Context: an optimization exercise on an open-source flow, tuned for small area, a short achievable clock period and few clock cycles per item. The choices shown serve that exercise and are no tape-out recipe.
In this exercise RTL edits were held to simulation tests only and were not proved equivalent to the original.

<file path="design/flow/design.v">
module ozec_calc (
    input             clk,
    input             rst_n,
    input             in_valid,
    output            in_ready,
    input      [31:0] cmd,
    input             subst,       
    input             nibmode,     
    input             bus_ready,   
    input      [15:0] d_word,      
    input      [7:0]  d_ofs,       
    input      [7:0]  d_rs,        
    input             d_valid,     
    output reg        done,
    output reg [3:0]  err,
    output reg        seq,
    output reg [31:0] res0,
    output reg [31:0] res1,
    output reg        wr_en,
    output reg [6:0]  wr_addr,
    output reg        wr_two,
    output reg [15:0] wr_data
);
    localparam [3:0] E_NONE       = 4'd0;
    localparam [3:0] E_TRANSPORT  = 4'd1;
    localparam [3:0] E_IMGSIZE    = 4'd4;
    localparam [3:0] E_CONFIG     = 4'd8;
    localparam [3:0] E_VALIDATION = 4'd9;
    localparam [3:0] E_ILLEGAL    = 4'd10;
    localparam [7:0] OP_RDREG   = 8'h01, OP_WRREG  = 8'h02, OP_CHIPID = 8'h03,
                     OP_REBOOT  = 8'h04, OP_RDWORD = 8'h10, OP_WRWORD = 8'h11,
                     OP_LOCK    = 8'h12, OP_RDIMG  = 8'h13, OP_REWRITE = 8'h14,
                     OP_LOADIMG = 8'h18, OP_SAVEIMG = 8'h19,
                     OP_CELLV   = 8'h20, OP_CURR   = 8'h21, OP_RSENSE = 8'h22,
                     OP_LIMIT   = 8'h23, OP_THRESH = 8'h24, OP_ADC2MV = 8'h25,
                     OP_V2ADC   = 8'h26, OP_SETRS  = 8'h27, OP_SETVL  = 8'h28,
                     OP_UNPACK  = 8'h30, OP_SEXT4  = 8'h31, OP_DECAUTH = 8'h38;
    localparam [1:0] SUB_NONE = 2'd0, SUB_LIVE = 2'd1, SUB_EITHER = 2'd2;
    assign in_ready = 1'b1;
    wire [7:0]  op    = cmd[31:24];
    wire [7:0]  f_hi  = cmd[23:16];    
    wire [3:0]  f_lsb = cmd[15:12];
    wire [3:0]  f_wm1 = cmd[11:8];
    wire        f_sgn = cmd[7];
    wire [23:0] imm24 = cmd[23:0];
    wire [1:0]  v_sel = cmd[23:22];
    wire [19:0] v_val = cmd[19:0];
    reg        legal;
    reg [1:0]  subcls;
    always @(*) begin
        legal  = 1'b0;
        subcls = SUB_NONE;
        case (op)
            OP_RDREG:   begin legal = (cmd[15:0] == 16'd0); subcls = SUB_LIVE;   end
            OP_WRREG:   begin legal = (cmd[7:0]  == 8'd0);  subcls = SUB_LIVE;   end
            OP_CHIPID:  begin legal = (cmd[23:0] == 24'd0); subcls = SUB_LIVE;   end
            OP_REBOOT:  begin legal = (cmd[23:0] == 24'd0); subcls = SUB_LIVE;   end
            OP_RDWORD:  begin legal = (cmd[15:0] == 16'd0); subcls = SUB_EITHER; end
            OP_WRWORD:  begin legal = 1'b1;                 subcls = SUB_LIVE;   end
            OP_LOCK:    begin legal = (cmd[23:0] == 24'd0); subcls = SUB_LIVE;   end
            OP_RDIMG:   begin legal = (cmd[23:0] == 24'd0); subcls = SUB_EITHER; end
            OP_REWRITE: begin legal = (cmd[23:0] == 24'd0); subcls = SUB_LIVE;   end
            OP_LOADIMG: begin legal = (cmd[23:0] == 24'd0); subcls = SUB_NONE;   end
            OP_SAVEIMG: begin legal = (cmd[23:0] == 24'd0); subcls = SUB_NONE;   end
            OP_CELLV:   begin legal = (cmd[15:0] == 16'd0); subcls = SUB_LIVE;   end
            OP_CURR:    begin legal = (cmd[23:0] == 24'd0); subcls = SUB_LIVE;   end
            OP_RSENSE:  begin legal = (cmd[23:0] == 24'd0); subcls = SUB_EITHER; end
            OP_LIMIT:   begin legal = (cmd[7:0]  == 8'd0);  subcls = SUB_EITHER; end
            OP_THRESH:  begin legal = (cmd[15:0] == 16'd0); subcls = SUB_EITHER; end
            OP_ADC2MV:  begin legal = (cmd[23:13] == 11'd0); subcls = SUB_NONE;  end
            OP_V2ADC:   begin legal = 1'b1;                 subcls = SUB_NONE;   end
            OP_SETRS:   begin legal = (cmd[23:16] == 8'd0); subcls = SUB_NONE;   end
            OP_SETVL:   begin legal = (cmd[21:20] == 2'd0); subcls = SUB_NONE;   end
            OP_UNPACK:  begin legal = (cmd[6:0]  == 7'd0);  subcls = SUB_EITHER; end
            OP_SEXT4:   begin legal = (cmd[23:8] == 16'd0); subcls = SUB_NONE;   end
            OP_DECAUTH: begin legal = (cmd[23:8] == 16'd0); subcls = SUB_NONE;   end
            default:    begin legal = 1'b0;                 subcls = SUB_NONE;   end
        endcase
    end
    wire       eaddr_ok = (f_hi[0] == 1'b0) && (f_hi <= 8'd126);
    wire       field_ok = ({1'b0, f_lsb} + {1'b0, f_wm1}) <= 5'd15;
    reg domain_ok;
    always @(*) begin
        case (op)
            OP_RDWORD, OP_WRWORD: domain_ok = eaddr_ok;
            OP_UNPACK:            domain_ok = eaddr_ok && field_ok;
            OP_CELLV:             domain_ok = (f_hi <= 8'd12);
            OP_LIMIT:             domain_ok = (f_hi <= 8'd1) && (f_wm1 <= 4'd7) && field_ok;
            OP_THRESH:            domain_ok = (f_hi <= 8'd3);
            OP_V2ADC:             domain_ok = (imm24 < 24'd999424);
            OP_SETRS:             domain_ok = (imm24[15:0] >= 16'd1) && (imm24[15:0] <= 16'd255);
            OP_SETVL:             domain_ok = (v_val < 20'd999424);
            default:              domain_ok = 1'b1;
        endcase
    end
    wire [7:0] rs_eff = (d_rs == 8'd0) ? 8'd25 : d_rs;
    function signed [4:0] nib;
        input [7:0] b;
        input       mode;
        begin
            if (mode && b[7] && (b[3:0] != 4'd0))
                nib = $signed({b[7], b[7:4]}) + 5'sd1;    
            else
                nib = $signed({b[7], b[7:4]});            
        end
    endfunction
    wire [12:0] code_word = d_word[15:3];
    wire [12:0] code_imm  = imm24[12:0];
    wire [12:0] code_sel  = (op == OP_ADC2MV) ? code_imm : code_word;
    wire [31:0] code_mv   = code_sel * 32'd122;
    wire signed [29:0] curr_num = $signed(d_word) * 30'sd7630;
    wire signed [29:0] curr_q   = curr_num / $signed({22'd0, rs_eff});
    wire [3:0]  lim_w     = f_wm1;                          
    wire [15:0] lim_shift = d_word >> f_lsb;
    wire [7:0]  lim_mask  = 8'hFF >> (4'd7 - lim_w);        
    wire [7:0]  lim_v     = lim_shift[7:0] & lim_mask;
    wire signed [4:0]  lim_o   = nib(d_ofs, nibmode);
    wire signed [9:0]  lim_sum = $signed({2'b00, lim_v})    + lim_o;
    wire signed [9:0]  lim_top = $signed({2'b00, lim_mask}) + lim_o;
    wire signed [25:0] lim_num0 = lim_sum * 26'sd50000;
    wire signed [25:0] lim_num1 = lim_top * 26'sd50000;
    wire signed [25:0] lim_q0   = lim_num0 / $signed({18'd0, rs_eff});
    wire signed [25:0] lim_q1   = lim_num1 / $signed({18'd0, rs_eff});
    wire [23:0] v2a_code  = imm24 / 24'd122;
    wire [31:0] v2a_mv    = v2a_code[12:0] * 32'd122;
    wire [19:0] svl_code  = v_val / 20'd122;
    wire [6:0]  svl_addr  = 7'h4A + {4'd0, v_sel, 1'b0};
    wire [7:0]  svl_lo    = (d_word[7:0] & 8'h07) | {svl_code[4:0], 3'b000};
    wire [7:0]  svl_hi    = svl_code[12:5];
    wire [15:0] unp_shift = d_word >> f_lsb;
    wire [15:0] unp_mask  = 16'hFFFF >> (4'd15 - f_wm1);
    wire [15:0] unp_field = unp_shift & unp_mask;
    wire        unp_neg   = f_sgn && unp_field[f_wm1];
    wire [31:0] unp_res   = unp_neg ? ({16'hFFFF, ~unp_mask} | {16'd0, unp_field})
                                    : {16'd0, unp_field};
    wire signed [4:0] sx_nib = nib(imm24[7:0], nibmode);
    wire [1:0] auth_class = imm24[6] ? 2'd1 : (imm24[5] ? 2'd3 : 2'd2);
    reg [3:0]  n_err;
    reg        n_seq;
    reg [31:0] n_res0, n_res1;
    reg        n_wr_en, n_wr_two;
    reg [6:0]  n_wr_addr;
    reg [15:0] n_wr_data;
    always @(*) begin
        n_err     = E_NONE;
        n_seq     = 1'b0;
        n_res0    = 32'd0;
        n_res1    = 32'd0;
        n_wr_en   = 1'b0;
        n_wr_two  = 1'b0;
        n_wr_addr = 7'd0;
        n_wr_data = 16'd0;
        if (!legal)
            n_err = E_ILLEGAL;
        else if (!domain_ok)
            n_err = E_VALIDATION;
        else if (subcls == SUB_LIVE && subst)
            n_err = E_CONFIG;
        else if ((subcls == SUB_LIVE || (subcls == SUB_EITHER && !subst)) && !bus_ready)
            n_err = E_TRANSPORT;
        else begin
            case (op)
                OP_CELLV, OP_THRESH, OP_ADC2MV: begin
                    n_res1 = {19'd0, code_sel};
                    n_res0 = code_mv;
                end
                OP_CURR: begin
                    n_res1 = {{16{d_word[15]}}, d_word};
                    n_res0 = {{2{curr_q[29]}}, curr_q};
                end
                OP_RSENSE: begin
                    n_res1 = {24'd0, d_rs};
                    n_res0 = {24'd0, rs_eff};
                end
                OP_LIMIT: begin
                    n_res0 = {{6{lim_q0[25]}}, lim_q0};
                    n_res1 = {{6{lim_q1[25]}}, lim_q1};
                end
                OP_V2ADC: begin
                    n_res0 = {8'd0, v2a_code};
                    n_res1 = v2a_mv;
                end
                OP_SETRS: begin
                    n_res0    = {16'd0, imm24[15:0]};
                    n_wr_en   = 1'b1;
                    n_wr_addr = 7'h34;
                    n_wr_data = {8'd0, imm24[7:0]};
                end
                OP_SETVL: begin
                    if (!d_valid)
                        n_err = E_IMGSIZE;
                    else begin
                        n_res0    = {12'd0, svl_code};
                        n_wr_en   = 1'b1;
                        n_wr_two  = 1'b1;
                        n_wr_addr = svl_addr;
                        n_wr_data = {svl_hi, svl_lo};
                    end
                end
                OP_UNPACK: begin
                    n_res1 = {16'd0, d_word};
                    n_res0 = unp_res;
                end
                OP_SEXT4: begin
                    n_res0 = {{27{sx_nib[4]}}, sx_nib};
                    n_res1 = {24'd0, imm24[7:0]};
                end
                OP_DECAUTH: begin
                    n_res0 = {24'd0, imm24[7:0] & 8'hEF};
                    n_res1 = {30'd0, auth_class};
                end
                default: n_seq = 1'b1;   
            endcase
        end
    end
    always @(posedge clk) begin
        if (!rst_n) begin
            done      <= 1'b0;
            err       <= 4'd0;
            seq       <= 1'b0;
            res0      <= 32'd0;
            res1      <= 32'd0;
            wr_en     <= 1'b0;
            wr_addr   <= 7'd0;
            wr_two    <= 1'b0;
            wr_data   <= 16'd0;
        end else begin
            done <= in_valid;
            if (in_valid) begin
                err     <= n_err;
                seq     <= n_seq;
                res0    <= n_res0;
                res1    <= n_res1;
                wr_en   <= n_wr_en;
                wr_addr <= n_wr_addr;
                wr_two  <= n_wr_two;
                wr_data <= n_wr_data;
            end
        end
    end
endmodule
</file>
<file path="design/flow/run.sh">
#!/bin/bash
# synth_recipe.tcl (not shown) runs the flow's synth.tcl, then flattens the netlist and writes it again
# the make line also repeats each setting of config.mk as NAME=value (left out here)
make -C /OpenROAD-flow-scripts/flow DESIGN_CONFIG=/design/flow/config.mk WORK_HOME=/design/flow/orfs CLKGATE_MAP_FILE= SYNTH_SCRIPT=/design/flow/synth_recipe.tcl finish
</file>
<file path="design/flow/config.mk">
export PLATFORM = sky130hd
export DESIGN_NAME = ozec_calc
export DESIGN_NICKNAME = ozec_calc
export VERILOG_FILES = /design/flow/design.v
export SDC_FILE = /design/flow/constraint.sdc
export NUM_CORES = 4
export LEC_CHECK = 0
export CAP_MARGIN = 20
export CORE_MARGIN = 2
export CORE_UTILIZATION = 40
export SLEW_MARGIN = 20
</file>
<file path="design/flow/constraint.sdc">
create_clock -name core_clock -period 115.0 [get_ports {clk}]
set_input_delay 23.0000 -clock core_clock [delete_from_list [all_inputs] [get_ports {clk}]]
set_output_delay 23.0000 -clock core_clock [all_outputs]
set_load 0.01 [all_outputs]
</file>
==> run summary <==
- The final design utilization is between 40% and 50%.
- The area fraction of the dominant cell type after synthesis is a little over an eighth.
- The area fraction in compound gates after synthesis is 32.17%.
- Entering global routing, the biggest net connects 61 pins.
- The total of warnings raised by yosys is 1.
- The count of TritonRoute iterations in the first routing pass is 6.
- The number of buffers on the longest clock path is 2.
- The final weighted congestion in routability-driven placement is 1.031.
- Summing the sequential cell areas from Yosys gives about 2.0% of the chip area.
- Among all stages on the critical path, the largest delay is contributed by nor3_1.
- The floorplan has 168 rows.
- The synthesized design contains 86 register bits.
- The number of different library cells in the post-synthesis netlist is 188.
- The cell sitting at the root of the clock tree is a clkbuf_16.
- The maximum net fanout on the critical path is 43.
- In this design, the stage delay of the slowest critical-path cell is around 770 ps.
- The post-synthesis average cell area is 6.983 um^2.
- The clock tree synthesis step divided the H-tree into 3 levels.
- Dividing the detail-routed via count by the number of cells gives around 6.5.
- The width of the die is 464.2 um.
- The share of the cycle needed by the critical path after routing is a little over nine tenths.
- The area growth from synthesis to layout is 6.879%.
- The net count after synthesis is between 10,000 and 15,000.
- The net count of the finished layout is 13,320.
- Buffers inserted to repair hold after CTS numbered 0.
- The average wire per standard cell is between 20 and 25 um.
- Setup repair after global routing left no endpoint under its margin.
- The path type of the worst setup path is in -> reg.
- Of all flip-flops after synthesis, the portion carrying an async set or reset was 0%.
- The wire length of the first global-routing pass is 560,200 um.
- The number of global-route vias before repair is 91,860.
- The simple-gate share of the synthesized area is between 20% and 30%.
- In the post-synthesis netlist, the biggest area contributors are ha_1 13%, xnor2_1 6.2%, nor2_1 5.4%.
- The die covers around 220,000 um^2.
- The final total negative setup slack is 0 ps.
- The most frequent cell on the critical path is a21oi_1.
- The number of max-slew violations in the final report is 0.
- During placement, the flow inserted port buffers numbering 164.
- After detailed routing, the number of remaining DRC violations is 0.
- The count of antenna-violating nets left after detailed routing is 0.
- The y dimension of the die is 464.2 um.
- The start point of the worst hold path is res0[11].
- The netlist area before placement is 84,720 um^2.
- The worst setup path is captured at a register.
- The post-detailed-placement cell area is 89,580 um^2.
- The leading area contributor after synthesis is ha_1.
- The number of CTS-inserted buffers is 9.
- For this design, the sink count on the clock tree is 86.
- Across every metal layer, demand over resource in global routing totals roughly a third.
- During I/O placement, the number of pins put on the boundary was 167.
- For this block, the via count after detailed routing is approximately 97,000.
- In this run, synthesis inferred 0 flip-flops with an integrated enable.
- The filler-free cell count of the finished design is 14,960.
- The top flip-flop cell by instance count after synthesis is dfxtp_1.
- At the worst endpoint, the required time is 115,280 ps.
- The most frequent standard cell in the layout excluding fill and tap cells is nor2_1.
- Based on the critical path, the design can be clocked at up to 9.176 MHz.
- The number of hold violations in the final report came to 0.
- The number of antenna violations at the first check in global routing is 32.
- The buffer and inverter count on the worst path is 20.
- At the pin with the least slew margin, the transition time is 1332 ps.
- The core region is 210,000 um^2.
- The number of cells after detailed placement is 14,900.
- Summing the areas of all xor and xnor instances in the mapped netlist gives 9.464% of the synthesized area.
- The path class of the tightest hold or removal check is reg -> reg.
- The total wirelength of the detailed-routed design is 372,400 um.
- The summed area of non-filler cells in the final layout is 90,550 um^2.
- The max-cap violation count is 0.
- The count of endpoints failing setup in the final report is 0.
- The most critical setup path has its startpoint at d_word[15].
- By area, the combinational part of the netlist is dominated by compound AO/OA/AOI/OAI gates.
- The clock tree from TritonCTS is yes.
- In this design, the largest share of critical-path delay is due to compound AO/OA/AOI/OAI gates.
- For this block, the initial DRC count from the detailed router was 8,800.
- The run finished with no timing, DRC or antenna violations.
- The detailed placer's ending HPWL is 305,600 um.
- The setup slack after placement is -55.68 ps.
- STA classifies the critical path startpoint as an input port.
- Cells with a size suffix above 1 make up about 9% of the layout.
- In the post-route analysis, the smallest setup slack over all paths is 6017 ps.
- Across the routed clock network, the largest skew measured is 0 ps.
- The total congestion overflow is 0.
- The remaining max-slew budget at the tightest pin is 10.59%.
- The area taken by flip-flops and latches is roughly 1700 um^2.
- The final hold slack is roughly 450 ps.
- The fill cell total of the finished layout is 21,780.
- The synthesized netlist cell count is 12,130.
- Once the floorplan was initialized, standard cells occupied 40.34% of the core.
- Data on the critical path arrives at its endpoint at approximately 110,000 ps.
- In the layout the commonest cells are 1,206 x nor2_1, 1,010 x nand2_1, 899 x ha_1.
- After Yosys synthesis, full adders, half adders and majority gates account for roughly 19% of the synthesized area.
- The clock-pin slew on the worst setup and hold paths is 90 ps.
- The worst register-to-register path begins at res1[5].
- The final critical-path required period is 108,980 ps.
- In the synthesized netlist, mux cells make up 4.351% of the area.
- Summing all multi-input logic gate instances after layout gives slightly below 80,000 um^2.
- At the later pin of the worst-skew pair, clock insertion delay measures 420 ps.
==> worst register-to-register path, delay by kind of cell, from the launching register on <==
family / cells / cell delay [ps]
AOI/OAI and AO/OA: 6 / 1830
and+or+nand+nor: 2 / 530
DFF: 1 / 320
==> final timing paths <==
| path | end | slack, ps | cells after the start |
|---|---|---|---|
| setup / recovery | res0[16] | 6020 | 366 |
| hold / removal | res0[11] | 450 | 2 |
| setup reg to reg | res1[5] | 112160 | 8 |
| hold reg to reg | res0[11] | 450 | 2 |
==> logic make-up after synthesis <==
kind of cell,after synthesis
flip-flops,86
adder cells (fa/ha/maj),1132
AND/OR/NAND/NOR,4642
AO/OA/AOI/OAI,3933
multiplexers,335
buffers and inverters,1105
XOR/XNOR,897
other,2
==> synth_stat cells (all sizes together) (178+ instances only) <==
library cell,count
inv,666
fa,217
clkbuf,334
o31ai,186
ha,899
o21ai,726
xor2,286
nand3,334
o21a,281
nand2,1028
xnor2,608
nand2b,178
a21o,297
a31oi,201
nand4,178
nor2,1231
nor3,550
a21oi,890
==> what timing repair did <==
item	4_1_cts	5_1_grt
pin swaps	0	3
setup buffers	3	18
hold endpoints to repair	0	0
endpoints found under the setup margin	2	56
gates resized for setup	0	129
==> layout make-up <==
class | count | share of cell area (%)
inverter | 672 | 2.815
clock buffer | 9 | 0.2487
antenna | 23 | 0.06356
timing repair buffer | 421 | 3.959
tap | 2805 | 3.876
multi-input combinational | 10940 | 87.05
clock inverter | 7 | 0.08567
sequential | 86 | 1.901
==> per-layer routing <==
metal  vias up  part of all wire [%]  GRT usage, %
met1     46610                    39         38.94
li1      45540                     -             -
met3      1032                   6.9         4.723
met5         -                 0.034             0
met4        14                   7.6         21.39
met2      4019                    46         55.25
==> state kept, by name (all words and copies together) (netlist names) <==
signal / cells
done: 1
res1: 26
wr_two: 1
wr_data: 16
wr_addr: 6
res0: 30
seq: 1
wr_en: 1
err: 4
Testbench counts, summed over its fixed seeds: cycles 3,200, items 3,200.

-- separate check: timing with driven ports --
The flow's constraints put no driver on any port. The routed layout listed below was extracted and timed again, unchanged, in two steps. Step 1: set_driving_cell puts a clkbuf_16 on clk and a buf_2 on each other input, an assumption about the parent block. Step 2, shift: input delay + t, output delay - t, t = (earliest + latest rising clock arrival at the registers) / 2. This alone moves slack from input paths to output paths. Three values: ideal ports, drivers, drivers and shift; two values: the first two.
t (ns): 0.512
setup slack, ns: 6.017 / 6.020 / 5.507
worst setup path after step 2: input to register
clock arrival spread, ns: 0.032 / 0.031
After both steps setup and hold are still met in this run. The setup slack of this run moves by +0.003 ns with the drivers and by -0.510 ns with both steps.
